What follows belongs to an exercise in optimizing a design on an open flow for small area, a short achievable clock period and few clock cycles; a production flow would make more cautious choices. Function was checked by simulation only, so behaviour that the tests miss may differ from the original.

Design vm_core, start of the top module:
module vm_core (
    input  wire         clk,
    input  wire         rst,
    input  wire [159:0] image,
    output reg  [1:0]   run_state,
    output reg  [1:0]   fault_kind,
    output reg  [15:0]  fault_addr,
    output reg  [7:0]   fault_opcode,
    output reg  [2:0]   fault_op,
    output wire [15:0]  ip,
    output wire [15:0]  r1,
    output wire [15:0]  r2,
    output wire [159:0] mem
);
For scale: ~4300 cells after synthesis, roughly 400 I/O pins.
export LEC_CHECK = 0
export ABC_AREA = 1
export CAP_MARGIN = 20
export CORE_MARGIN = 2
export CORE_UTILIZATION = 45
export SETUP_SLACK_MARGIN = 4
export SLEW_MARGIN = 20
export BUFFER_PORTS_ARGS = -buffer_cell sky130_fd_sc_hd__buf_2
create_clock -name core_clock -period 10.0 [get_ports {clk}]
standard.sh (not shown) runs the stock make flow with config.mk's settings and CLKGATE_MAP_FILE= SYNTH_SCRIPT=/design/flow/synth_recipe.tcl, a recipe that flattens the netlist after the stock synthesis.
==> flow/flow/run.sh <==
#!/bin/bash
# The standard layout (standard.sh) with two changes to config.mk:
#  - the ports get plain buffers (buf_2) instead of delay cells;
#  - Yosys maps adders as plain logic for ABC instead of full-adder cells.
# Each tool's output goes to the ORFS logs under orfs/logs/; the make
# output goes to standard.log here.
set -euo pipefail
cp config.mk config_my.log
cat >> config.mk <<'CFG'
export BUFFER_PORTS_ARGS = -buffer_cell sky130_fd_sc_hd__buf_2
export ADDER_MAP_FILE =
CFG
bash standard.sh > standard.log 2>&1
The starting point finished clean.
Testbench counts at the start, summed over its fixed seeds: cycles 19,625.
Edit:
--- a/flow/design.v
+++ b/flow/design.v
@@ -227,42 +227,30 @@
         end
         for (gi = 0; gi < 2; gi = gi + 1) begin : g_l1
             assign lw[gi] = pl[0] ? l2[gi + 1] : l2[gi];
         end
     endgenerate
     wire [15:0] ld_word = {lw[1], lw[0]};
     wire [15:0] opb   = is_addi ? imm : (is_sub ? ~src_b : src_b);
     wire [15:0] alu   = src_a + opb + {15'd0, is_sub};
     wire wr_ip  = (is_load | is_addi) && (b1[1:0] == 2'd0);
-    function sum_eq;             
-        input [15:0] a;
-        input [15:0] b;
-        input [15:0] c;
-        reg   [15:0] r;
-        reg   [15:0] g;
-        begin
-            r = a ^ b ^ c;       
-            g = (a & b) | (a & r) | (b & r);
-            sum_eq = !r[0] && (r[15:1] == g[14:0]);
-        end
-    endfunction
     wire [15:0] lp_c   = (b1[1:0] == 2'd1) ? x2 : x1;      
     wire [15:0] imm2   = {imm[14:0], 1'b0};
     wire [15:0] imm4   = {imm[13:0], 2'b00};
     wire [15:0] cs_s   = src_a ^ imm ^ imm2;                
     wire [15:0] cs_c   = {(src_a[14:0] & imm[14:0]) | (src_a[14:0] & imm2[14:0]) |
                           (imm[14:0] & imm2[14:0]), 1'b0};
-    wire        lp_eq1 = sum_eq(src_a, imm, lp_c);
-    wire        lp_eq2 = sum_eq(src_a, imm2, lp_c);
-    wire        lp_eq3 = sum_eq(cs_s, cs_c, lp_c);
     wire [15:0] lp_v2  = src_a + imm2;
     wire [15:0] lp_v3  = cs_s + cs_c;
     wire [15:0] lp_v4  = src_a + imm4;
+    wire        lp_eq1 = (alu == lp_c);
+    wire        lp_eq2 = (lp_v2 == lp_c);
+    wire        lp_eq3 = (lp_v3 == lp_c);
     wire        lp_out = lp_eq1 | lp_eq2 | lp_eq3;              
     wire        lp_tok = (w0[1] <= 8'd19);                      
     wire        loop   = lead && is_addi && (b1[1:0] != 2'd0) && trail &&
                          (t_b1[4:0] == p0);
     wire [15:0] lp_val = lp_eq1 ? alu : lp_eq2 ? lp_v2 : lp_eq3 ? lp_v3 : lp_v4;
     wire [15:0] wval = is_load ? ld_word : loop ? lp_val : alu;
     wire [15:0] imm   = {b3, b2};
     wire [4:0] pn     = px + (is_addi ? 5'd4 : 5'd3);
     wire       t_ok   = (is_load | is_add | is_sub | is_addi) && !wr_ip;
Outcome: The changed run finished but failed the layout checks on max-capacitance violations, max-slew violations; via count rose by 0.82%; routed wire length rose by 0.76%; die area fell by 4.1%; global-route usage rose by 1.1 points; cell area rose by 4.3%; clock-buffer cell count fell by 5; register-to-register slack is worse by 1.0 ns.
Testbench counts after the change, summed over its fixed seeds: cycles 19,625.

==> what the ideal ports hide <==
In the flow no input, the clock included, has a driving cell. The finished layouts below were timed again as built, in two steps. Step 1: set_driving_cell puts a clkbuf_16 on clk and a buf_2 on each other input, an assumption about the parent block. Step 2 also shifts input and output timing later by t, the mid clock arrival at the registers, as if the neighbouring blocks saw the same clock. a / b / c = no drivers / after step 1 / after step 2; a / b = the first two.
run | t, ns | setup slack, ns | hold WS [ns] | worst slew at a driven data input, ns | pins driven straight from the clock port
the first run | 0.641 | 3.911 / 3.848 / 3.978 | 0.634 / 0.634 / 0.634 | 0.07 | 1
the second run | 0.663 | 2.984 / 2.984 / 2.984 | 0.614 / 0.614 / 0.614 | 0.07 | 1
